Source: an optimization exercise on an open RTL-to-GDS flow (aim: small area, a short achievable clock period and few clock cycles). Production flows keep margins and buffers that such runs may drop.
At most, simulation tests tie the RTL to the original design; equivalence was not proved.
Function not checked in run 3: the RTL went through the layout flow alone.
Power is estimated from default activity; no workload was simulated.

**flow/config.mk**
```make
export PLATFORM = sky130hd
export DESIGN_NAME = apx_readout
export DESIGN_NICKNAME = apx_readout
export VERILOG_FILES = /design/flow/design.v
export SDC_FILE = /design/flow/constraint.sdc
export NUM_CORES = 4
export LEC_CHECK = 0
export ABC_AREA = 0
export CAP_MARGIN = 20
export CORE_MARGIN = 2
export CORE_UTILIZATION = 50
export CTS_BUF_LIST = sky130_fd_sc_hd__clkbuf_4 sky130_fd_sc_hd__clkbuf_8
export SLEW_MARGIN = 20
```
**flow/constraint.sdc**
```tcl
create_clock -name core_clock -period 10.0 [get_ports {clk}]
set_input_delay 2.0000 -clock core_clock [delete_from_list [all_inputs] [get_ports {clk}]]
set_output_delay 2.0000 -clock core_clock [all_outputs]
set_load 0.01 [all_outputs]
```
**flow/design.v**
```verilog
module apx_fld #(parameter N = 32) (
    input  wire [2:0]   a,       
    input  wire [2:0]   base,    
    input  wire [5:0]   w,
    input  wire         lsb,
    input  wire [3:0]   cnt,
    input  wire         wr,      
    input  wire [7:0]   din,     
    output wire [N-1:0] en,      
    output wire [N-1:0] we,      
    output wire [7:0]   rot
);
    function gtc;
        input [6:0] x;
        input [6:0] c;
        integer i;
        reg r, eq;
        begin
            r  = 1'b0;
            eq = 1'b1;
            for (i = 6; i >= 0; i = i - 1) begin
                if (!c[i]) r = r | (eq & x[i]);
                eq = eq & (x[i] == c[i]);
            end
            gtc = r;
        end
    endfunction
    wire [4:0] d    = {1'b0, cnt} - {2'b0, base};
    wire [7:0]  dsel = lsb ? {din[0], din[1], din[2], din[3], din[4], din[5], din[6], din[7]} : din;
    wire [15:0] dd   = {dsel, dsel} >> a;
    assign rot = dd[7:0];
    wire [5:0] dh;       
    assign dh[0] = lsb ? (d == 5'd0) : (d == 5'd0);
    assign dh[1] = lsb ? (d == 5'd1) : (d == 5'd31);
    assign dh[2] = lsb ? (d == 5'd2) : (d == 5'd30);
    assign dh[3] = lsb ? (d == 5'd3) : (d == 5'd29);
    assign dh[4] = lsb ? (d == 5'd4) : (d == 5'd28);
    assign dh[5] = 1'b0;
    wire [5:0] dw = dh & {6{wr}};
    genvar k;
    generate
        for (k = 0; k < N; k = k + 1) begin : g_en
            wire cy = gtc({4'd0, a}, 7 - (k % 8));
            wire wm = gtc({1'b0, w}, k);
            assign en[k] = wm && (cy ? dh[k / 8 + 1] : dh[k / 8]);
            assign we[k] = wm && (cy ? dw[k / 8 + 1] : dw[k / 8]);
        end
    endgenerate
endmodule
module apx_readout (
    input  wire        clk,
    input  wire        rst,             
    input  wire        cfg_has_start,
    input  wire [7:0]  cfg_start,
    input  wire        cfg_has_end,
    input  wire [7:0]  cfg_end,
    input  wire [3:0]  cfg_payload_len,  
    input  wire        cfg_lsb,          
    input  wire [5:0]  cfg_col_off,
    input  wire [5:0]  cfg_col_w,
    input  wire [5:0]  cfg_row_off,
    input  wire [5:0]  cfg_row_w,
    input  wire [5:0]  cfg_toa_off,
    input  wire [5:0]  cfg_toa_w,
    input  wire [5:0]  cfg_tot_off,
    input  wire [5:0]  cfg_tot_w,
    input  wire        in_valid,
    input  wire [7:0]  in_data,
    output wire        in_ready,
    output wire        hit_valid,
    input  wire        hit_ready,
    output wire [5:0]  hit_col,
    output wire [5:0]  hit_row,
    output wire [31:0] hit_toa,
    output wire [31:0] hit_tot,
    output reg  [15:0] sync_loss_count,
    output reg  [15:0] err_count,
    output reg  [2:0]  last_cause
);
    localparam N_COL = 35;
    localparam N_ROW = 35;
    reg        t_has_start, t_has_end, t_lsb;
    reg [3:0]  t_last;                        
    reg [2:0]  t_col_a, t_row_a, t_toa_a, t_tot_a;
    reg [2:0]  t_col_b, t_row_b, t_toa_b, t_tot_b;
    reg        t_col_hany, t_row_hany;
    reg [5:0]  t_col_hlo, t_col_hhi, t_row_hlo, t_row_hhi;
    function [12:0] hi_tab;      
        input [5:0] off;
        input [5:0] w;
        input       lsb;
        reg   [6:0] e;
        begin
            e = {1'b0, off} + {1'b0, w} - 7'd1;
            hi_tab[12]  = (w > 6'd6);
            hi_tab[11:6] = off + {3'd0, lsb, lsb, 1'b0};
            hi_tab[5:0]  = e[5:0] - {3'd0, !lsb, !lsb, 1'b0};
        end
    endfunction
    function [5:0] fld_tab;      
        input [5:0] off;
        input [5:0] w;
        input       lsb;
        reg   [6:0] e;
        begin
            e = {1'b0, off} + {1'b0, w} - 7'd1;
            fld_tab[5:3] = lsb ? off[2:0] : ~e[2:0];
            fld_tab[2:0] = lsb ? off[5:3] : e[5:3];
        end
    endfunction
    always @(posedge clk) begin
        t_has_start <= cfg_has_start;
        t_has_end   <= cfg_has_end;
        t_lsb       <= cfg_lsb;
        t_last      <= cfg_payload_len + {3'd0, cfg_has_end} - 4'd1;
        {t_col_a, t_col_b} <= fld_tab(cfg_col_off, cfg_col_w, cfg_lsb);
        {t_col_hany, t_col_hlo, t_col_hhi} <= hi_tab(cfg_col_off, cfg_col_w, cfg_lsb);
        {t_row_hany, t_row_hlo, t_row_hhi} <= hi_tab(cfg_row_off, cfg_row_w, cfg_lsb);
        {t_row_a, t_row_b} <= fld_tab(cfg_row_off, cfg_row_w, cfg_lsb);
        {t_toa_a, t_toa_b} <= fld_tab(cfg_toa_off, cfg_toa_w, cfg_lsb);
        {t_tot_a, t_tot_b} <= fld_tab(cfg_tot_off, cfg_tot_w, cfg_lsb);
    end
    reg        reading;         
    reg        skipping;        
    reg [3:0]  cnt;             
    reg        rec_valid;       
    reg [31:0] toa_r, tot_r;
    reg [5:0]  col_r, row_r;
    reg        col_hi, row_hi;  
    wire       take     = reading || !t_has_start;
    wire       is_start = (in_data == cfg_start);
    wire       last     = (cnt == t_last);
    wire       first    = (cnt == 4'd0);
    assign in_ready  = !rec_valid || !take;
    assign hit_valid = rec_valid;
    wire accept = in_valid && in_ready;
    wire wr     = accept && take;
    wire [31:0] toa_en, tot_en, toa_we, tot_we;
    wire [5:0]  col_en, row_en, col_we, row_we;
    wire [7:0]  toa_rot, tot_rot, col_rot, row_rot;
    apx_fld u_toa (.a(t_toa_a), .base(t_toa_b), .w(cfg_toa_w), .lsb(t_lsb), .cnt(cnt), .wr(wr),
                   .din(in_data), .en(toa_en), .we(toa_we), .rot(toa_rot));
    apx_fld u_tot (.a(t_tot_a), .base(t_tot_b), .w(cfg_tot_w), .lsb(t_lsb), .cnt(cnt), .wr(wr),
                   .din(in_data), .en(tot_en), .we(tot_we), .rot(tot_rot));
    apx_fld #(.N(6)) u_col (.a(t_col_a), .base(t_col_b), .w(cfg_col_w), .lsb(t_lsb), .cnt(cnt), .wr(wr),
                   .din(in_data), .en(col_en), .we(col_we), .rot(col_rot));
    apx_fld #(.N(6)) u_row (.a(t_row_a), .base(t_row_b), .w(cfg_row_w), .lsb(t_lsb), .cnt(cnt), .wr(wr),
                   .din(in_data), .en(row_en), .we(row_we), .rot(row_rot));
    reg [5:0] col_n, row_n;
    integer i;
    always @(*) begin
        for (i = 0; i < 6; i = i + 1) begin
            col_n[i] = col_en[i] ? col_rot[i] : col_r[i];
            row_n[i] = row_en[i] ? row_rot[i] : row_r[i];
        end
    end
    function [7:0] byte_mask;
        input [3:0] j;
        input [5:0] lo;
        input [5:0] hi;
        reg   [7:0] ge, le;
        begin
            ge = (j > {1'b0, lo[5:3]}) ? 8'hFF : (j == {1'b0, lo[5:3]}) ? (8'hFF << lo[2:0]) : 8'h00;
            le = (j < {1'b0, hi[5:3]}) ? 8'hFF : (j == {1'b0, hi[5:3]}) ? (8'hFF >> ~hi[2:0]) : 8'h00;
            byte_mask = ge & le;
        end
    endfunction
    wire [7:0] sb = {in_data[0], in_data[1], in_data[2], in_data[3],
                     in_data[4], in_data[5], in_data[6], in_data[7]};
    wire col_hb = t_col_hany && |(sb & byte_mask(cnt, t_col_hlo, t_col_hhi));
    wire row_hb = t_row_hany && |(sb & byte_mask(cnt, t_row_hlo, t_row_hhi));
    wire col_hi_n = (col_hi && !first) || col_hb;
    wire row_hi_n = (row_hi && !first) || row_hb;
    wire bad_end = t_has_end && (in_data != cfg_end);
    wire bad_col = col_hi_n || (col_n >= N_COL);
    wire bad_row = row_hi_n || (row_n >= N_ROW);
    wire bad     = bad_end || bad_col || bad_row;
    wire [2:0] cause = bad_end ? 3'd1 : bad_col ? 3'd3 : 3'd4;
    wire emit      = wr && last;
    wire push      = emit && !bad;
    wire dec_error = emit && bad;
    wire sync_loss = accept && !take && !is_start && !skipping;
    wire pop       = rec_valid && hit_ready;
    always @(posedge clk) begin
        if (rst) begin
            reading         <= 1'b0;
            skipping        <= 1'b0;
            cnt             <= 4'd0;
            rec_valid       <= 1'b0;
            sync_loss_count <= 16'd0;
            err_count       <= 16'd0;
            last_cause      <= 3'd0;
        end else begin
            if (accept) begin
                if (take) begin
                    if (last) begin
                        reading <= 1'b0;
                        cnt     <= 4'd0;
                    end else begin
                        reading <= 1'b1;
                        cnt     <= cnt + 4'd1;
                    end
                end else if (is_start) begin
                    reading <= 1'b1;
                    cnt     <= 4'd0;
                end
            end
            if (push)
                rec_valid <= 1'b1;
            else if (pop)
                rec_valid <= 1'b0;
            if (accept) begin
                if (take) begin
                    if (last)
                        skipping <= 1'b0;
                end else if (is_start) begin
                    skipping <= 1'b0;
                end else begin
                    skipping <= 1'b1;
                end
            end
            if (sync_loss && sync_loss_count != 16'hFFFF)
                sync_loss_count <= sync_loss_count + 16'd1;
            if (dec_error)
                last_cause <= cause;
            if (dec_error && err_count != 16'hFFFF)
                err_count <= err_count + 16'd1;
        end
    end
    always @(posedge clk) begin
        for (i = 0; i < 32; i = i + 1) begin
            if (rst || toa_we[i])
                toa_r[i] <= toa_rot[i % 8] && !rst;
            if (rst || tot_we[i])
                tot_r[i] <= tot_rot[i % 8] && !rst;
        end
        for (i = 0; i < 6; i = i + 1) begin
            if (rst || col_we[i])
                col_r[i] <= col_rot[i] && !rst;
            if (rst || row_we[i])
                row_r[i] <= row_rot[i] && !rst;
        end
        if (wr) begin
            col_hi <= col_hi_n;
            row_hi <= row_hi_n;
        end
    end
    assign hit_col = col_r;
    assign hit_row = row_r;
    assign hit_toa = toa_r;
    assign hit_tot = tot_r;
endmodule
```
**flow/flow/run.sh**
```bash
#!/bin/bash
# The standard layout, with plain buf_1 cells as the port buffers in
# place of the delay buffers buffer_ports picks by default, and timing
# repair aimed at a setup slack of 6.35 ns at the 10 ns clock.
set -euo pipefail
export BUFFER_PORTS_ARGS="-buffer_cell sky130_fd_sc_hd__buf_1"
export SETUP_SLACK_MARGIN=6.35
bash standard.sh > standard.log 2>&1
```
**flow/standard.sh**
```bash
#!/bin/bash
# synth_recipe.tcl (not shown) runs the flow's synth.tcl, then flattens the netlist and writes it again
# the make line also repeats each setting of config.mk as NAME=value (left out here)
make -C /OpenROAD-flow-scripts/flow DESIGN_CONFIG=/design/flow/config.mk WORK_HOME=/design/flow/orfs CLKGATE_MAP_FILE= SYNTH_SCRIPT=/design/flow/synth_recipe.tcl "${@:-finish}"
```
==> flow_metrics.env, run 1 <==
export IMPL_status="complete, no violations"
export IMPL_hp_class="flop to flop"
export IMPL_die_h_um=165
export IMPL_pwr_share_clk_pct=22.6
export IMPL_ctsHtreeMaxLevel=4
export IMPL_yosysUniqueCellTypes=91
export IMPL_worstPathMaxFanout=7
export IMPL_hpwl_um=25900
export IMPL_synth_cell_area_um2=12900
export IMPL_internal_power_mw=1.42
export IMPL_cp_start_kind="primary input"
export IMPL_post_drt_via_cell_ratio=5.74
export IMPL_yosys_area_top_type="edfxtp_1"
export IMPL_syn_nets=1620
export IMPL_swShare_pct=37.6
export IMPL_crit_type="primary input to flop"
export IMPL_dr_first_iter_drc_count=1102
export IMPL_vdd_drop_max_mv=0.0880
export IMPL_synth_seq_cells=177
export IMPL_p_switching_mw=0.855
export IMPL_holdWs_ns=0.491
export IMPL_ios=196
export IMPL_drt_total_wl_um=36500
export IMPL_gp_congestion=0.935
export IMPL_arrival_ns=4.46
export IMPL_tightest_slew_ns=0.946
export IMPL_p_total_mw=2.27
export IMPL_clockRootBuffer="clkbuf_8"
export IMPL_core_area_um2=25300
export IMPL_synthToLayoutAreaGrowth_pct=19.4
export IMPL_grt_pass1_vias=10700
export IMPL_pwr_share_seq_pct=41.2
export IMPL_syn_avg_cell_area_um2=8.89
export IMPL_ys_warn_count=3
export IMPL_max_freq_mhz=244
export IMPL_ant_nets=0
export IMPL_pre_cts_slack_ns=4.44
export IMPL_clk_latency_ns=0.47
export IMPL_postSynthCellCount=1451
export IMPL_p_comb_share_pct=36.3
export IMPL_r2r_start="cnt[0]"
export IMPL_vias=11400
export IMPL_cts_tree="yes"
export IMPL_fin_util_pct=61.0
export IMPL_crit_start="in_data[6]"
export IMPL_routedWlPerCell_um=18.3
export IMPL_fin_crit_ns=4.09
export IMPL_synthTopCellsByArea="edfxtp_1 18%, dfxtp_1 15%, ha_1 7.2%"
export IMPL_synth_top_area_share_pct=18.2
export IMPL_setup_viol=0
export IMPL_firstDrtPassIters=5
export IMPL_drv_slew=0
export IMPL_critPathCaptureType="flop"
export IMPL_synth_edf_count=78
export IMPL_setup_slack_ns=5.91
export IMPL_initial_core_util_pct=51.1
export IMPL_fin_crit_sh_pct=40.9
export IMPL_die_w_um=165
export IMPL_worstPathRequired_ns=10.37
export IMPL_num_antenna_cells=0
export IMPL_hp_start="last_cause[1]"
export IMPL_final_nets=1820
export IMPL_clockBufferDepth=2
export IMPL_cts_buffers=17
export IMPL_clkSlewWorstSetupHoldPaths_ns=0.11
export IMPL_timing_setup_tns_ns=0
export IMPL_num_rows=58
export IMPL_hold_buffers=0
export IMPL_grt_max_degree=73
export IMPL_power_density_nw_per_um2=148
export IMPL_rsz0062_at_grt="true"
export IMPL_async_reset_ff_share_pct=0
export IMPL_die_area_um2=27100
export IMPL_fin_worst_skew_ns=0.0179
export IMPL_drc=0
export IMPL_maxCapViolCount=0
export IMPL_antenna_found_initial=0
export IMPL_drive_gt1_share_pct=17.4
export IMPL_portBuffers=195
export IMPL_synthFlopType="dfxtp_1"
export IMPL_gr_total_overflow=0
export IMPL_cts_num_sinks=177
export IMPL_hold_viol=0
export IMPL_grt_use_total_pct=26.7
export IMPL_seq_area_frac_synth_pct=33.5
export IMPL_slew_headroom_pct=36.8
export IMPL_ff2ff_setup_slack_ns=5.98
export IMPL_grt_pass1_wl_um=56600
export IMPL_p_leak_nw=6.29
-- per-stage QoR --
stage / cells / instance area (µm²)
after CTS: 1983 / 15100
after global placement: 1905 / 14000
after detailed placement: 1905 / 14000
final: 1994 / 15400
after global routing: 1994 / 15400
after floorplan: 1451 / 13300
-- critical path, cell delays in order --
cell and delay [ns]:
buf_12 0.11, mux2_4 0.29, mux2i_4 0.18, mux2i_1 0.10
mux2_4 0.30, mux2_4 0.27, a211o_4 0.27, o41ai_4 0.22
buf_6 0.20, a21oi_4 0.09, nand4_1 0.12, mux2_4 0.31
-- flip-flops by register name (all words and copies together) (netlist names), 4 cells and up --
| register | flops |
|---|---|
| toa_r | 32 |
| tot_r | 32 |
| err_count | 16 |
| sync_loss_count | 16 |
| col_r | 6 |
| row_r | 6 |
| t_col_hhi | 6 |
| t_col_hlo | 6 |
| t_row_hhi | 6 |
| t_row_hlo | 6 |
| cnt | 4 |
| t_last | 4 |
-- what timing repair did --
item / CTS / global route
gates cloned: 4 / 2
pin swaps: 24 / 19
endpoints found under the setup margin: 115 / 103
buffers inserted: 42 / 9
resized for setup: 89 / 62
-- power by group through the flow --
stage	Sequential [mW]	Clock [mW]	Combinational, mW
4_1_cts	0.934	0.520	0.784
2_1_floorplan	0.929	0	0.555
6_report	0.936	0.514	0.825
5_1_grt	0.947	0.548	0.909
3_3_place_gp	0.948	0	0.707
3_5_place_dp	0.950	0	0.716
-- routing by layer --
metal	routed length, µm	track usage [%]	vias up
li1	-	-	5532
met1	16900	38.1	5466
met2	16600	42.2	398
met3	2290	3.67	47
met4	767	8.02	0
met5	0	0	-
-- kinds of logic after synthesis --
| logic type | after synthesis | synth area share [%] |
|---|---|---|
| AO/OA/AOI/OAI | 328 | 16.3 |
| XOR/XNOR | 84 | 5.82 |
| adder cells (fa/ha/maj) | 86 | 9.04 |
| buffers and inverters | 215 | 7.18 |
| flip-flops | 177 | 33.5 |
| multiplexers | 112 | 11.7 |
| AND/OR/NAND/NOR | 449 | 16.5 |
-- path summary, 6_finish.rpt --
path / end / cells past startpoint
worst max register to register: err_count[11] / 15
worst min-delay path: last_cause[1] / 2
worst min register to register: last_cause[1] / 2
worst max-delay path: err_count[11] / 12
-- area by class of cell --
class / count / area (µm²)
Clock buffer: 17 / 234
Clock inverter: 15 / 155
Fill cell: 2300 / 9850
Inverter: 138 / 582
Multi-Input combinational cell: 1063 / 8320
Sequential cell: 177 / 4330
Tap cell: 330 / 413
Timing Repair Buffer: 254 / 1380
-- cell usage after synthesis, types with 21 or more instances --
library cell / n
edfxtp_1: 78
mux2i_1: 53
nand3_1: 30
ha_1: 74
nand2_1: 134
xor2_1: 32
mux2_2: 21
a21o_1: 22
inv_1: 136
xnor2_1: 50
nor3_1: 27
o21ai_0: 97
clkbuf_1: 53
dfxtp_1: 99
nor2_1: 142
mux4_2: 27
a21oi_1: 94
-- cells in the final DEF, fill, tap and decap left out, types with 31 or more instances in the layout --
cell type / n
a21oi_1: 90
buf_1: 174
buf_4: 43
dfxtp_1: 97
edfxtp_1: 78
ha_1: 65
inv_1: 122
mux2i_1: 44
nand2_1: 132
nor2_1: 138
o21ai_0: 90
xnor2_1: 49
xor2_1: 31
Testbench counts, summed over its fixed seeds: cycles 43,825.
==> inputs of run 2 (changes only) <==
--- a/flow/config.mk
+++ b/flow/config.mk
@@ -5,7 +5,7 @@
 export SDC_FILE = /design/flow/constraint.sdc
 export NUM_CORES = 4
 export LEC_CHECK = 0
-export ABC_AREA = 0
+export ABC_AREA = 1
 export CAP_MARGIN = 20
 export CORE_MARGIN = 2
 export CORE_UTILIZATION = 50
==> run 2 against run 1 <==
Still clean; clock-buffer cell count grew 2; combinational power is 8.1% lower; hold slack got worse by 0.014 ns; sequential power decreased by 1%; cell area shrank 4.5%; flip-flop and latch count did not move; critical path type unchanged; largest cell class unchanged; largest power group unchanged; highest routed layer unchanged.
==> flow_metrics.env, run 2 <==
export IMPL_rsz0062_at_grt="true"
export IMPL_timing_setup_tns_ns=0
export IMPL_yosysMostFrequentCell="nand2_1"
export IMPL_drv_slew=0
export IMPL_drc=0
export IMPL_top_regs="toa_r: 32 flops, tot_r: 32 flops"
export IMPL_p_leak_nw=6.51
export IMPL_routedWlPerCell_um=15.3
export IMPL_grt_use_total_pct=26.4
export IMPL_final_nets=2129
export IMPL_clockRootBuffer="clkbuf_8"
export IMPL_slowest_stage="o21ai_4"
export IMPL_die_h_um=162
export IMPL_status="complete, no violations"
export IMPL_slew_headroom_pct=37.7
export IMPL_seq_area_frac_synth_pct=34.5
export IMPL_die_w_um=162
export IMPL_fin_worst_skew_ns=0.0236
export IMPL_worstPathMaxFanout=5
export IMPL_max_freq_mhz=281
export IMPL_setup_viol=0
export IMPL_reg2regPathDepth=14
export IMPL_synth_edf_count=78
export IMPL_gp_congestion=0.898
export IMPL_cp_start_kind="primary input"
export IMPL_die_area_um2=26300
export IMPL_postSynthCellCount=1769
export IMPL_fin_crit_sh_pct=35.6
export IMPL_maxCapViolCount=0
export IMPL_num_rows=57
export IMPL_clkSlewWorstSetupHoldPaths_ns=0.10
export IMPL_hp_start="reading"
export IMPL_fin_util_pct=60.2
export IMPL_firstDrtPassIters=8
export IMPL_tightest_slew_ns=0.935
export IMPL_clk_latency_ns=0.49
export IMPL_yosys_area_top_type="edfxtp_1"
export IMPL_antenna_found_initial=2
export IMPL_mostFrequentLayoutCells="374 x nand2_1, 242 x inv_1, 209 x o21ai_0"
export IMPL_hp_class="flop to flop"
export IMPL_grt_pass1_vias=11300
export IMPL_synth_cell_area_um2=12500
export IMPL_vdd_drop_max_mv=0.0846
export IMPL_dr_first_iter_drc_count=1016
export IMPL_grt_max_degree=105
export IMPL_drt_total_wl_um=35100
export IMPL_cts_num_sinks=177
export IMPL_ios=196
export IMPL_hold_depth=2
export IMPL_r2r_end="tot_r[31]"
export IMPL_drive_gt1_share_pct=11.2
export IMPL_cts_tree="yes"
export IMPL_final_common_cell="nand2_1"
export IMPL_cts_buffers=17
export IMPL_ys_top_cells_by_count="408 x nand2_1, 259 x inv_1, 213 x o21ai_0, 144 x nor2_1, 99 x dfxtp_1"
export IMPL_synth_top_area_share_pct=18.7
export IMPL_ant_nets=0
export IMPL_hold_end="reading"
export IMPL_path_cells="clkbuf_4, inv_4, o21ai_4, inv_2, nand2_1, nand3_1, nand2_1, nor2_1, a31oi_1, inv_1, o21ai_2, a21oi_2, nand3_4, nand3_4, buf_6, nand2_1, nand2_1, nor2_1"
export IMPL_async_reset_ff_share_pct=0
export IMPL_hold_viol=0
export IMPL_portBuffers=195
export IMPL_ys_warn_count=3
export IMPL_vias=12200
export IMPL_fin_crit_ns=3.56
export IMPL_clockBufferDepth=2
export IMPL_crit_top_cell="nand2_1"
export IMPL_synthTopCellsByArea="edfxtp_1 19%, dfxtp_1 16%, nand2_1 12%"
export IMPL_ctsHtreeMaxLevel=4
export IMPL_initial_core_util_pct=51.2
export IMPL_grt_pass1_wl_um=55800
export IMPL_arrival_ns=3.99
export IMPL_syn_nets=1938
export IMPL_synthFlopType="dfxtp_1"
export IMPL_hpwl_um=25900
export IMPL_synthToLayoutAreaGrowth_pct=17.5
export IMPL_core_area_um2=24500
export IMPL_synth_seq_cells=177
export IMPL_critPathCaptureType="flop"
export IMPL_ff2ff_setup_slack_ns=6.54
export IMPL_post_drt_via_cell_ratio=5.33
export IMPL_r2r_start="cnt[0]"
export IMPL_gr_total_overflow=0
export IMPL_max_stage_delay_ns=0.22
export IMPL_power_density_nw_per_um2=151
export IMPL_syn_avg_cell_area_um2=7.08
export IMPL_worstPathRequired_ns=10.43
export IMPL_yosysUniqueCellTypes=51
export IMPL_crit_type="primary input to flop"
==> run 2: layout make-up <==
class	count	area (µm²)
antenna	2	5.00
fill	2356	9750
sequential	177	4330
clock buffer	19	255
tap	324	405
inverter	268	1050
clock inverter	13	163
multi-input combinational	1265	7400
timing repair buffer	231	1100
==> run 2: critical path: cells and delay by family <==
kind,cells,cell delay [ns]
simple gates,9,0.76
buf+inv,5,0.56
compound gates,4,0.64
==> run 2: worst max path at each step <==
stage	end	start	cells after the start	slack, ns
6_report	err_count[1]	in_data[2]	18	6.44
5_1_grt	err_count[1]	in_data[2]	18	6.31
4_1_cts	tot_r[9]	rst	5	6.36
3_5_place_dp	err_count[8]	cfg_col_w[5]	14	5.39
3_3_place_gp	err_count[1]	cfg_col_w[4]	15	5.44
2_1_floorplan	err_count[13]	in_data[4]	19	6.17
==> run 2: logic make-up (layout without fill, tap and decap cells) <==
family                     after synthesis  after routing  synth area share [%]
AOI/OAI and AO/OA                      372            372                  16.5
other                                    0              2                     0
and+or+nand+nor                        739            739                  24.9
muxes                                    1              1                0.0899
adders and majority gates               86             86                  9.31
xor gates and xnor gates                67             67                  4.69
buffers and inverters                  327            531                  10.0
DFF                                    177            177                  34.5
==> run 2: per-layer routing <==
layer  share of wire, %  up-vias  global-route usage (%)
met5                  0        -                       0
met4                1.8        0                    8.05
met3                4.8       39                    3.55
met2                 49      358                    46.2
met1                 45     5637                    34.0
li1                   -     6212                       -
==> run 2: repair_timing <==
item | 4_1_cts | 5_1_grt
pin swaps | 3 | 25
hold buffers | 0 | 0
cloned | 0 | 1
setup endpoints to repair | 94 | 120
resized for setup | 30 | 111
endpoints found under the hold margin | 0 | 0
setup buffers | 10 | 19
==> run 2: through the flow <==
stage | cell area [µm²] | total power, mW | std cells | hold WS [ns] | setup slack [ns]
floorplan | 12700 | 1.44 | 1769 | 0.444 | 6.17
global placement | 13600 | 1.63 | 2235 | 0.457 | 5.44
detailed placement | 13600 | 1.64 | 2235 | 0.459 | 5.39
CTS | 14200 | 2.19 | 2277 | 0.477 | 6.36
global route | 14700 | 2.38 | 2297 | 0.491 | 6.31
finish | 14700 | 2.22 | 2299 | 0.477 | 6.44
==> run 2: report_power, final <==
part / internal [mW] / switching (mW) / leakage, nW
combinational: 0.269 / 0.489 / 4.66
clock: 0.250 / 0.292 / 0.219
sequential: 0.862 / 0.0595 / 1.63
total: 1.38 / 0.840 / 6.51
==> inputs of run 3 (changes only) <==
--- a/flow/design.v
+++ b/flow/design.v
@@ -25,16 +25,16 @@
             gtc = r;
         end
     endfunction
-    wire [4:0] d    = {1'b0, cnt} - {2'b0, base};
+    wire [4:0] d    = lsb ? ({1'b0, cnt} - {2'b0, base}) : ({2'b0, base} - {1'b0, cnt});
     wire [7:0]  dsel = lsb ? {din[0], din[1], din[2], din[3], din[4], din[5], din[6], din[7]} : din;
     wire [15:0] dd   = {dsel, dsel} >> a;
     assign rot = dd[7:0];
-    wire [5:0] dh;       
-    assign dh[0] = lsb ? (d == 5'd0) : (d == 5'd0);
-    assign dh[1] = lsb ? (d == 5'd1) : (d == 5'd31);
-    assign dh[2] = lsb ? (d == 5'd2) : (d == 5'd30);
-    assign dh[3] = lsb ? (d == 5'd3) : (d == 5'd29);
-    assign dh[4] = lsb ? (d == 5'd4) : (d == 5'd28);
+    wire [5:0] dh;
+    assign dh[0] = (d == 5'd0);
+    assign dh[1] = (d == 5'd1);
+    assign dh[2] = (d == 5'd2);
+    assign dh[3] = (d == 5'd3);
+    assign dh[4] = (d == 5'd4);
     assign dh[5] = 1'b0;
     wire [5:0] dw = dh & {6{wr}};
     genvar k;
@@ -93,8 +93,8 @@
         begin
             e = {1'b0, off} + {1'b0, w} - 7'd1;
             hi_tab[12]  = (w > 6'd6);
-            hi_tab[11:6] = off + {3'd0, lsb, lsb, 1'b0};
-            hi_tab[5:0]  = e[5:0] - {3'd0, !lsb, !lsb, 1'b0};
+            hi_tab[11:6] = lsb ? off + 6'd6 : off;
+            hi_tab[5:0]  = lsb ? e[5:0] : e[5:0] - 6'd6;
         end
     endfunction
     function [5:0] fld_tab;      
@@ -131,21 +131,32 @@
     wire       is_start = (in_data == cfg_start);
     wire       last     = (cnt == t_last);
     wire       first    = (cnt == 4'd0);
-    assign in_ready  = !rec_valid || !take;
+    reg        h_valid;         
+    reg        h_push;          
+    reg [7:0]  hbuf;
+    reg        rst_d;
+    always @(posedge clk)
+        rst_d <= rst;
+    assign in_ready  = !rst_d && !h_valid && !(rec_valid && take && !first);
     assign hit_valid = rec_valid;
     wire accept = in_valid && in_ready;
-    wire wr     = accept && take;
+    wire pop    = rec_valid && hit_ready;
+    wire park   = accept && take && rec_valid && !hit_ready;
+    wire drain  = h_valid && hit_ready;
+    wire wr     = (accept && take && !park) || drain;
+    wire [3:0] cnt_w = h_valid ? 4'd0 : cnt;
+    wire [7:0] din_w = h_valid ? hbuf : in_data;
     wire [31:0] toa_en, tot_en, toa_we, tot_we;
     wire [5:0]  col_en, row_en, col_we, row_we;
     wire [7:0]  toa_rot, tot_rot, col_rot, row_rot;
-    apx_fld u_toa (.a(t_toa_a), .base(t_toa_b), .w(cfg_toa_w), .lsb(t_lsb), .cnt(cnt), .wr(wr),
-                   .din(in_data), .en(toa_en), .we(toa_we), .rot(toa_rot));
-    apx_fld u_tot (.a(t_tot_a), .base(t_tot_b), .w(cfg_tot_w), .lsb(t_lsb), .cnt(cnt), .wr(wr),
-                   .din(in_data), .en(tot_en), .we(tot_we), .rot(tot_rot));
-    apx_fld #(.N(6)) u_col (.a(t_col_a), .base(t_col_b), .w(cfg_col_w), .lsb(t_lsb), .cnt(cnt), .wr(wr),
-                   .din(in_data), .en(col_en), .we(col_we), .rot(col_rot));
-    apx_fld #(.N(6)) u_row (.a(t_row_a), .base(t_row_b), .w(cfg_row_w), .lsb(t_lsb), .cnt(cnt), .wr(wr),
-                   .din(in_data), .en(row_en), .we(row_we), .rot(row_rot));
+    apx_fld u_toa (.a(t_toa_a), .base(t_toa_b), .w(cfg_toa_w), .lsb(t_lsb), .cnt(cnt_w), .wr(wr),
+                   .din(din_w), .en(toa_en), .we(toa_we), .rot(toa_rot));
+    apx_fld u_tot (.a(t_tot_a), .base(t_tot_b), .w(cfg_tot_w), .lsb(t_lsb), .cnt(cnt_w), .wr(wr),
+                   .din(din_w), .en(tot_en), .we(tot_we), .rot(tot_rot));
+    apx_fld #(.N(6)) u_col (.a(t_col_a), .base(t_col_b), .w(cfg_col_w), .lsb(t_lsb), .cnt(cnt_w), .wr(wr),
+                   .din(din_w), .en(col_en), .we(col_we), .rot(col_rot));
+    apx_fld #(.N(6)) u_row (.a(t_row_a), .base(t_row_b), .w(cfg_row_w), .lsb(t_lsb), .cnt(cnt_w), .wr(wr),
+                   .din(din_w), .en(row_en), .we(row_we), .rot(row_rot));
     reg [5:0] col_n, row_n;
     integer i;
     always @(*) begin
@@ -176,17 +187,18 @@
     wire bad_row = row_hi_n || (row_n >= N_ROW);
     wire bad     = bad_end || bad_col || bad_row;
     wire [2:0] cause = bad_end ? 3'd1 : bad_col ? 3'd3 : 3'd4;
-    wire emit      = wr && last;
+    wire tk        = accept && take;
+    wire emit      = tk && last;
     wire push      = emit && !bad;
     wire dec_error = emit && bad;
     wire sync_loss = accept && !take && !is_start && !skipping;
-    wire pop       = rec_valid && hit_ready;
     always @(posedge clk) begin
         if (rst) begin
             reading         <= 1'b0;
             skipping        <= 1'b0;
             cnt             <= 4'd0;
             rec_valid       <= 1'b0;
+            h_valid         <= 1'b0;
             sync_loss_count <= 16'd0;
             err_count       <= 16'd0;
             last_cause      <= 3'd0;
@@ -205,10 +217,17 @@
                     cnt     <= 4'd0;
                 end
             end
-            if (push)
+            if ((push && !park) || (drain && h_push))
                 rec_valid <= 1'b1;
             else if (pop)
                 rec_valid <= 1'b0;
+            if (park) begin
+                h_valid <= 1'b1;
+                h_push  <= push;
+                hbuf    <= in_data;
+            end else if (drain) begin
+                h_valid <= 1'b0;
+            end
             if (accept) begin
                 if (take) begin
                     if (last)
@@ -229,18 +248,18 @@
     end
     always @(posedge clk) begin
         for (i = 0; i < 32; i = i + 1) begin
-            if (rst || toa_we[i])
-                toa_r[i] <= toa_rot[i % 8] && !rst;
-            if (rst || tot_we[i])
-                tot_r[i] <= tot_rot[i % 8] && !rst;
+            if (rst_d || toa_we[i])
+                toa_r[i] <= toa_rot[i % 8] && !rst_d;
+            if (rst_d || tot_we[i])
+                tot_r[i] <= tot_rot[i % 8] && !rst_d;
         end
         for (i = 0; i < 6; i = i + 1) begin
-            if (rst || col_we[i])
-                col_r[i] <= col_rot[i] && !rst;
-            if (rst || row_we[i])
-                row_r[i] <= row_rot[i] && !rst;
-        end
-        if (wr) begin
+            if (rst_d || col_we[i])
+                col_r[i] <= col_rot[i] && !rst_d;
+            if (rst_d || row_we[i])
+                row_r[i] <= row_rot[i] && !rst_d;
+        end
+        if (tk) begin
             col_hi <= col_hi_n;
             row_hi <= row_hi_n;
         end
==> flow/flow/run.sh (replaced) <==
#!/bin/bash
# The standard layout, with plain buf_1 cells as the port buffers in
# place of the delay buffers buffer_ports picks by default, and timing
# repair aimed at a setup slack of 6.2 ns at the 10 ns clock.
set -euo pipefail
export BUFFER_PORTS_ARGS="-buffer_cell sky130_fd_sc_hd__buf_1"
export SETUP_SLACK_MARGIN=6.2
bash standard.sh > standard.log 2>&1
--- a/flow/config.mk
+++ b/flow/config.mk
@@ -8,6 +8,6 @@
 export ABC_AREA = 1
 export CAP_MARGIN = 20
 export CORE_MARGIN = 2
-export CORE_UTILIZATION = 50
+export CORE_UTILIZATION = 40
 export CTS_BUF_LIST = sky130_fd_sc_hd__clkbuf_4 sky130_fd_sc_hd__clkbuf_8
 export SLEW_MARGIN = 20
==> run 3 against run 2 <==
Synthesized cell count rose by 6.8%; cell area rose by 7.2%; clock power rose by 1%; clock skew fell by 0.0094 ns; routed wire length rose by 16%; largest power group unchanged; sequential power rose by 6.0%; fmax fell by 8.1%; global-route usage fell by 3.1 points; critical path depth did not move; register-to-register slack got worse by 0.24 ns.
==> flow_metrics.env, run 3 <==
export IMPL_worstPathMaxFanout=5
export IMPL_drive_gt1_share_pct=12.3
export IMPL_clkSlewWorstSetupHoldPaths_ns=0.10
export IMPL_grt_pass1_wl_um=65400
export IMPL_hpwl_um=30400
export IMPL_yosys_area_top_type="edfxtp_1"
export IMPL_seq_area_frac_synth_pct=34.8
export IMPL_postSynthCellCount=1889
export IMPL_synthFlopType="dfxtp_1"
export IMPL_reg2regPathDepth=16
export IMPL_cts_num_sinks=188
export IMPL_synth_cell_area_um2=13300
export IMPL_num_rows=66
export IMPL_hold_depth=2
export IMPL_slew_headroom_pct=30.8
export IMPL_setup_viol=0
export IMPL_die_h_um=186
export IMPL_tightest_slew_ns=1.04
export IMPL_routedWlPerCell_um=16.0
export IMPL_status="complete, no violations"
export IMPL_cts_tree="yes"
export IMPL_drv_slew=0
export IMPL_final_common_cell="inv_1"
export IMPL_core_area_um2=32700
export IMPL_initial_core_util_pct=40.7
export IMPL_firstDrtPassIters=6
export IMPL_portBuffers=195
export IMPL_num_antenna_cells=0
export IMPL_internal_power_mw=1.43
export IMPL_worstPathRequired_ns=10.42
export IMPL_top_regs="toa_r: 32 flops, tot_r: 32 flops"
export IMPL_drt_total_wl_um=40700
export IMPL_die_area_um2=34800
export IMPL_gr_total_overflow=0
export IMPL_vias=13200
export IMPL_crit_start="in_data[1]"
export IMPL_async_reset_ff_share_pct=0
export IMPL_hold_end="last_cause[1]"
export IMPL_maxCapViolCount=0
export IMPL_pwr_share_clk_pct=23.9
export IMPL_ff2ff_setup_slack_ns=6.30
export IMPL_p_leak_nw=6.83
export IMPL_crit_type="primary input to flop"
export IMPL_cts_buffers=17
export IMPL_grt_use_total_pct=23.3
export IMPL_synth_edf_count=87
export IMPL_synthTopCellsByArea="edfxtp_1 20%, dfxtp_1 15%, nand2_1 8.9%"
export IMPL_rsz0062_at_grt="true"
export IMPL_p_switching_mw=0.864
export IMPL_die_w_um=186
export IMPL_hp_class="flop to flop"
export IMPL_antenna_found_initial=0
export IMPL_ios=196
export IMPL_mostFrequentLayoutCells="279 x inv_1, 275 x nand2_1, 224 x nor2_1"
export IMPL_p_total_mw=2.29
export IMPL_grt_pass1_vias=12500
export IMPL_syn_avg_cell_area_um2=7.05
export IMPL_swShare_pct=37.7
export IMPL_ys_warn_count=3
export IMPL_fin_crit_sh_pct=38.8
export IMPL_synthToLayoutAreaGrowth_pct=18.4
export IMPL_gp_congestion=0.923
export IMPL_synth_top_area_share_pct=19.6
export IMPL_hp_start="last_cause[1]"
export IMPL_clockBufferDepth=2
export IMPL_grt_max_degree=48
export IMPL_ant_nets=0
export IMPL_clockRootBuffer="clkbuf_8"
export IMPL_dr_first_iter_drc_count=992
export IMPL_fin_worst_skew_ns=0.0142
export IMPL_synth_seq_cells=188
export IMPL_timing_setup_tns_ns=0
export IMPL_ctsHtreeMaxLevel=4
export IMPL_drc=0
export IMPL_ys_top_cells_by_count="316 x nand2_1, 289 x inv_1, 237 x nor2_1, 223 x o21ai_0, 115 x nand3_1"
export IMPL_clk_latency_ns=0.49
export IMPL_pwr_share_seq_pct=42.6
export IMPL_yosysUniqueCellTypes=55
export IMPL_hold_viol=0
export IMPL_yosysMostFrequentCell="nand2_1"
export IMPL_fin_crit_ns=3.88
export IMPL_post_drt_via_cell_ratio=5.19
export IMPL_max_freq_mhz=258
export IMPL_r2r_start="h_valid"
export IMPL_cp_start_kind="primary input"
export IMPL_arrival_ns=4.30
export IMPL_final_nets=2252
export IMPL_syn_nets=2052
export IMPL_r2r_end="err_count[6]"
export IMPL_vdd_drop_max_mv=0.0883
export IMPL_p_comb_share_pct=33.4
export IMPL_critPathCaptureType="flop"
export IMPL_power_density_nw_per_um2=145
-- run 3: cell types whose count changed in the layout (fill, tap and decap cells not counted), sizes merged, moves of 9 or more --
| cell | previous run | this run |
|---|---|---|
| buf | 222 | 239 |
| o31ai | 4 | 23 |
| o21ai | 221 | 245 |
| nand2 | 417 | 330 |
| inv | 269 | 300 |
| edfxtp | 78 | 87 |
| nor2 | 145 | 239 |
| nand3 | 97 | 124 |
-- run 3: cell type report --
cell class / instances / area, µm²
Clock inverter: 12 / 149
Multi-Input combinational cell: 1339 / 7750
Fill cell: 3436 / 16900
Clock buffer: 20 / 263
Tap cell: 442 / 553
Timing Repair Buffer: 245 / 1280
Inverter: 298 / 1130
Sequential cell: 188 / 4650
-- run 3: worst max path at each step --
stage | end | cells after the start
final | err_count[6] | 18
after global routing | err_count[6] | 18
after CTS | err_count[13] | 20
after detailed placement | err_count[1] | 20
after global placement | err_count[1] | 20
after floorplan | err_count[11] | 18
-- run 3: worst max-delay path, cell delays in order --
cell     delay, ns
buf_4         0.13
inv_2         0.06
nand2_2       0.05
o21ai_2       0.10
nand2_1       0.12
and2_4        0.26
o21ai_4       0.15
nand2_1       0.08
nand2_1       0.08
nand2_1       0.05
and2_4        0.16
o21ai_2       0.12
nand3_2       0.11
a21oi_4       0.26
nand2_4       0.14
nand3_4       0.16
nand2_1       0.11
a21oi_1       0.14
-- run 3: power by group through the flow --
stage          clock network, mW  logic [mW]  registers, mW
6_report                   0.548       0.765          0.977
5_1_grt                    0.595       0.868          0.990
4_1_cts                    0.566       0.728          0.978
3_5_place_dp                   0       0.693          0.996
3_3_place_gp                   0       0.683          0.996
2_1_floorplan                  0       0.484          0.994
-- run 3: routing by layer --
metal / vias to the layer above / GRT usage [%] / part of all wire, %
met5: - / 0 / 0
met1: 6096 / 30.4 / 45
li1: 6644 / - / -
met4: 0 / 7.11 / 2.4
met3: 55 / 3.22 / 4.7
met2: 400 / 40.3 / 48
-- run 3: cells by family (layout without fill, tap and decap cells) --
kind of cell	after synthesis	after routing	share of synthesized area, %
muxes	1	1	0.0751
and+or+nand+nor	782	787	25.4
adders and majority gates	80	80	7.80
AOI/OAI and AO/OA	404	404	16.8
xor gates and xnor gates	67	67	4.46
DFF	188	188	34.8
buffers and inverters	367	575	10.7
-- run 3: repair_timing --
action	in CTS	in global routing
hold buffers	0	0
setup buffers	13	30
endpoints found under the hold margin	0	0
setup endpoints to repair	83	85
pin swaps	10	53
cloned	5	1
gates resized for setup	58	109
-- run 3: through the flow --
stage	utilization [%]	instances	hold slack [ns]	setup WS (ns)	instance area (µm²)
floorplan	-	1889	0.468	6.04	13400
global placement	44.0	2463	0.457	5.12	14400
detailed placement	44.0	2463	0.467	5.07	14400
CTS	46.4	2513	0.481	6.20	15200
global route	48.2	2544	0.494	6.02	15800
finish	48.2	2544	0.474	6.12	15800

[separate check: timing with driven ports]
In the flow no input, the clock included, has a driving cell. The finished layouts below were timed again as built, in two steps. Step 1: set_driving_cell puts a clkbuf_16 on clk and a buf_2 on each other input, an assumption about the parent block. Step 2 times the ports against the registers' clock, not the clock port: input delays grow and output delays shrink by t, the midpoint of the rising clock arrivals with the driver on. a / b / c = no drivers / after step 1 / after step 2; a / b = the first two.
run | t, ns | setup slack, ns | worst hold slack (ns) | worst setup path at the end | worst slew at a driven data input, ns
run 1 | 0.506 | 5.908 / 5.856 / 5.351 | 0.491 / 0.491 / 0.491 | input to register | 0.15
run 2 | 0.524 | 6.438 / 6.428 / 5.904 | 0.477 / 0.477 / 0.477 | input to register | 0.08
run 3 | 0.529 | 6.122 / 6.137 / 5.608 | 0.474 / 0.474 / 0.474 | input to register | 0.06
After both steps setup and hold are still met in every run listed. The setup slack of run 1, which loses most, moves by -0.052 ns with the drivers and by -0.557 ns with both steps.
